This design comes from an exercise in tuning for small area, a short achievable clock period and few clock cycles on the open sky130 flow, not from production work. The RTL was checked by simulation tests, not by an equivalence proof against the original design. Power is estimated from default activity; no workload was simulated.

Design gefd, start of the top module:
module gefd (
    input  wire        clk,
    input  wire        rst,
    input  wire        in_valid,
    input  wire [2:0]  in_kind,
    input  wire [3:0]  in_addr,
    input  wire [32:0] in_data,
    output wire        in_ready,
    output reg         tx_valid,
    output wire [7:0]  tx_data,
    output reg         err_valid,
    output reg  [2:0]  err_code,
    output reg  [15:0] err_info,
    output reg         cell_valid,
    output reg  [31:0] cell_data,
    output reg         frame_valid,
    output reg         frame_occ,
    output reg         frame_mot,
    output reg  [31:0] frame_cnt,
    output reg  [15:0] frame_n,
    output reg         trig_valid,
    output reg  [31:0] trig_cnt
);
Settings: LEC_CHECK=0, CAP_MARGIN=20, CORE_MARGIN=2, CORE_UTILIZATION=55, CTS_BUF_LIST=sky130_fd_sc_hd__clkbuf_16, CTS_CLUSTER_DIAMETER=100, CTS_CLUSTER_SIZE=24, GPL_TIMING_DRIVEN=1, SLEW_MARGIN=20; clock period 18.0 ns.
standard.sh (not shown) runs the stock make flow with config.mk's settings and CLKGATE_MAP_FILE= SYNTH_SCRIPT=/design/flow/synth_recipe.tcl, a recipe that flattens the netlist after the stock synthesis.
==> flow/flow/run.sh <==
#!/bin/bash
# The standard layout (the standard.sh, all steps unchanged), except that the port
# buffers the placement step inserts are sky130_fd_sc_hd__buf_4 cells instead of the
# default choice. make's full output goes to flow_make.log; each ORFS step keeps its own
# log under orfs/logs/.
set -euo pipefail
export BUFFER_PORTS_ARGS="-buffer_cell sky130_fd_sc_hd__buf_4"
bash standard.sh > flow_make.log 2>&1
Testbench counts at the start, summed over its fixed seeds: cycles 57,968.
==> next run, changes <==
- CORE_UTILIZATION: 55 -> 50
- GPL_TIMING_DRIVEN: 1 -> unset
What happened:
- The new run ran to the end with no violations
- power rises by about 0.8%
- worst hold slack barely changes
- setup slack is worse by 420 ps
==> next run, changes <==
==> flow/run.sh (new file) <==
#!/bin/bash
# synth_recipe.tcl (not shown) runs the flow's synth.tcl, then flattens the netlist and writes it again
# the make line also repeats each setting of config.mk as NAME=value (left out here)
make -C /OpenROAD-flow-scripts/flow DESIGN_CONFIG=/design/flow/config.mk WORK_HOME=/design/flow/orfs CLKGATE_MAP_FILE= SYNTH_SCRIPT=/design/flow/synth_recipe.tcl finish
- CORE_UTILIZATION: 50 -> 55
removed: flow/flow/run.sh
removed: flow/standard.sh
Outcome:
- The changed run completed without violations
- via count is about the same
- flip-flop and latch count stays the same
- design area stays flat
- clock skew barely changes
- setup slack improved by 110 ps
- routed wire length is lower slightly
- total power is about the same
- cell count goes down by a few percent
- first-iteration DRC count came out lower by a few percent
- global-route usage rose by 2.0 points
- combinational power fell slightly

gefd, a different RTL version from the one above (not shown whole).
==> flow/config.mk <==
export PLATFORM = sky130hd
export DESIGN_NAME = gefd
export DESIGN_NICKNAME = gefd
export VERILOG_FILES = /design/flow/design.v
export SDC_FILE = /design/flow/constraint.sdc
export NUM_CORES = 8
export LEC_CHECK = 0
export CAP_MARGIN = 20
export CORE_MARGIN = 2
export CORE_UTILIZATION = 55
export CTS_BUF_LIST = sky130_fd_sc_hd__clkbuf_16
export CTS_CLUSTER_DIAMETER = 100
export CTS_CLUSTER_SIZE = 24
export SLEW_MARGIN = 20
==> flow/constraint.sdc <==
create_clock -name core_clock -period 18.0 [get_ports {clk}]
set_input_delay 3.6000 -clock core_clock [delete_from_list [all_inputs] [get_ports {clk}]]
set_output_delay 3.6000 -clock core_clock [all_outputs]
set_load 0.01 [all_outputs]
==> flow/flow/run.sh <==
#!/bin/bash
# The standard layout (standard.sh, every ORFS step unchanged) with two changes:
#  - the port buffers that placement inserts are sky130_fd_sc_hd__buf_4 cells
#    (BUFFER_PORTS_ARGS) instead of the default choice;
#  - after the placement resizing step, the flip-flops that drive output-port buffers are
#    swapped to the strongest drive of their cell and moved onto the buffer's spot
#    (flow/upsize_out.tcl); the standard
#    detailed placement that follows legalizes them.
# Each tool's full output goes to a log file here; ORFS keeps per-step logs in orfs/logs/.
set -euo pipefail
export BUFFER_PORTS_ARGS="-buffer_cell sky130_fd_sc_hd__buf_4"
export CTS_BUF_DISTANCE=300
RES="$PWD/orfs/results/${FLOW_PLATFORM}/gefd/base"
bash standard.sh "$RES/3_4_place_resized.odb" > flow_make_place.log 2>&1
UPSZ_ODB="$RES/3_4_place_resized.odb" openroad -no_init -exit flow/upsize_out.tcl > upsize_out.log 2>&1
bash standard.sh > flow_make.log 2>&1
==> flow/flow/upsize_out.tcl <==
# For each output port: the flip-flop that drives the port's buffer is swapped to the strongest
# drive of its cell (sky130_fd_sc_hd__dfxtp_1/2 -> dfxtp_4) and moved onto the buffer's spot;
# the standard detailed placement that follows legalizes it next to the buffer.
set odb_file $::env(UPSZ_ODB)
read_db $odb_file
set db [ord::get_db]
set block [ord::get_db_block]
set strong [$db findMaster sky130_fd_sc_hd__dfxtp_4]
set n 0
set moved 0
foreach bterm [$block getBTerms] {
  if {[$bterm getIoType] ne "OUTPUT"} { continue }
  set net [$bterm getNet]
  if {$net eq "NULL"} { continue }
  set buf ""
  foreach it [$net getITerms] { if {[$it isOutputSignal]} { set buf [$it getInst] } }
  if {$buf eq ""} { continue }
  foreach it [$buf getITerms] {
    if {![$it isInputSignal]} { continue }
    set n2 [$it getNet]
    if {$n2 eq "NULL"} { continue }
    # only a flip-flop that drives nothing but this buffer
    if {[llength [$n2 getITerms]] != 2} { continue }
    foreach jt [$n2 getITerms] {
      if {![$jt isOutputSignal]} { continue }
      set ff [$jt getInst]
      set m [[$ff getMaster] getName]
      if {[string match "sky130_fd_sc_hd__*df*" $m]} {
        if {$m eq "sky130_fd_sc_hd__dfxtp_1" || $m eq "sky130_fd_sc_hd__dfxtp_2"} {
          $ff swapMaster $strong
          incr n
        }
        set loc [$buf getLocation]
        $ff setLocation [lindex $loc 0] [lindex $loc 1]
        incr moved
      }
    }
  }
}
puts "upsized $n and moved $moved output flip-flops"
write_db $odb_file
Testbench counts at the start, summed over its fixed seeds: cycles 57,975.
Then changed:
--- a/flow/flow/run.sh
+++ b/flow/flow/run.sh
@@ -10,5 +10,4 @@
 set -euo pipefail
 export BUFFER_PORTS_ARGS="-buffer_cell sky130_fd_sc_hd__buf_4"
-export CTS_BUF_DISTANCE=300
 RES="$PWD/orfs/results/${FLOW_PLATFORM}/gefd/base"
 bash standard.sh "$RES/3_4_place_resized.odb" > flow_make_place.log 2>&1
--- a/flow/config.mk
+++ b/flow/config.mk
@@ -12,3 +12,4 @@
 export CTS_CLUSTER_DIAMETER = 100
 export CTS_CLUSTER_SIZE = 24
+export PLACE_DENSITY = 0.5
 export SLEW_MARGIN = 20
Non-clock buffer count goes down by 8.
Area after synthesis is unchanged.
Die area is unchanged.
Wire length goes up by a little under a tenth.
Clock skew goes up by 0.0086 ns.
Setup slack hardly moves.
Worst hold slack got worse by 0.025 ns.
Total power goes up slightly.
Then changed:
--- a/flow/config.mk
+++ b/flow/config.mk
@@ -12,4 +12,3 @@
 export CTS_CLUSTER_DIAMETER = 100
 export CTS_CLUSTER_SIZE = 24
-export PLACE_DENSITY = 0.5
 export SLEW_MARGIN = 20
After rerunning: Via count is lower by a few percent. Setup slack is about the same. Register-to-register slack is worse by 0.17 ns. Design area hardly moves. Synthesized cell count does not change. Total power shrinks slightly.
Then changed:
--- a/flow/flow/run.sh
+++ b/flow/flow/run.sh
@@ -4,6 +4,5 @@
 #    (BUFFER_PORTS_ARGS) instead of the default choice;
 #  - after the placement resizing step, the flip-flops that drive output-port buffers are
-#    swapped to the strongest drive of their cell and moved onto the buffer's spot
-#    (flow/upsize_out.tcl); the standard
+#    swapped to the strongest drive of their cell (flow/upsize_out.tcl); the standard
 #    detailed placement that follows legalizes them.
 # Each tool's full output goes to a log file here; ORFS keeps per-step logs in orfs/logs/.
==> flow/flow/upsize_out.tcl (replaced) <==
# Upsize the flip-flops that drive the output ports' buffers to the strongest drive of the
# same cell (sky130_fd_sc_hd__dfxtp_1/2 -> dfxtp_4); detailed placement legalizes them next.
set odb_file $::env(UPSZ_ODB)
read_db $odb_file
set db [ord::get_db]
set block [ord::get_db_block]
set strong [$db findMaster sky130_fd_sc_hd__dfxtp_4]
set n 0
foreach bterm [$block getBTerms] {
  if {[$bterm getIoType] ne "OUTPUT"} { continue }
  set net [$bterm getNet]
  if {$net eq "NULL"} { continue }
  set buf ""
  foreach it [$net getITerms] { if {[$it isOutputSignal]} { set buf [$it getInst] } }
  if {$buf eq ""} { continue }
  foreach it [$buf getITerms] {
    if {![$it isInputSignal]} { continue }
    set n2 [$it getNet]
    if {$n2 eq "NULL"} { continue }
    foreach jt [$n2 getITerms] {
      if {![$jt isOutputSignal]} { continue }
      set ff [$jt getInst]
      set m [[$ff getMaster] getName]
      if {$m eq "sky130_fd_sc_hd__dfxtp_1" || $m eq "sky130_fd_sc_hd__dfxtp_2"} {
        $ff swapMaster $strong
        incr n
      }
    }
  }
}
puts "upsized $n output flip-flops"
write_db $odb_file
What happened: The changed run completed with no timing, DRC or antenna violations; core utilization hardly moves; setup slack got worse by 0.019 ns; global-route usage barely changes; sequential power barely changes; routed wire length stays flat; synthesized cell count stays the same; power barely changes; final cell count hardly moves; die area does not change.

-- re-timing with driven ports --
Ports are ideal in the flow. The routed layouts listed here were re-timed in OpenROAD. Step 1 assumes that a clkbuf_16 drives the clock port and a buf_2 every other input. Step 2 moves the port delays by t, midway between the first and last clock arrival at a register: inputs arrive t later, outputs are due t later. That takes back most of the time a late clock gives input paths. Three values: ideal, step 1, step 2; two values: the first two.
run	t, ns	setup WS [ns]	worst register clock-pin slew, ns	pins driven straight from the clock port
the first run of note 1	1.076	12.725 / 12.598 / 12.276	0.11 / 0.11	1
the second run of note 1	1.091	12.302 / 12.302 / 12.302	0.11 / 0.11	1
the third run of note 1	1.093	12.416 / 12.290 / 11.742	0.11 / 0.11	1
the first run of note 2	1.074	12.909 / 12.789 / 12.828	0.11 / 0.11	1
the second run of note 2	1.087	12.909 / 12.792 / 13.231	0.11 / 0.11	1
the third run of note 2	1.074	12.909 / 12.789 / 12.828	0.11 / 0.11	1
the fourth run of note 2	1.081	12.890 / 12.771 / 12.890	0.11 / 0.11	1
After both steps every run listed still meets setup and hold. For the third run of note 1, which loses most, drivers alone change the setup slack by -0.126 ns; drivers and shift together by -0.674 ns.
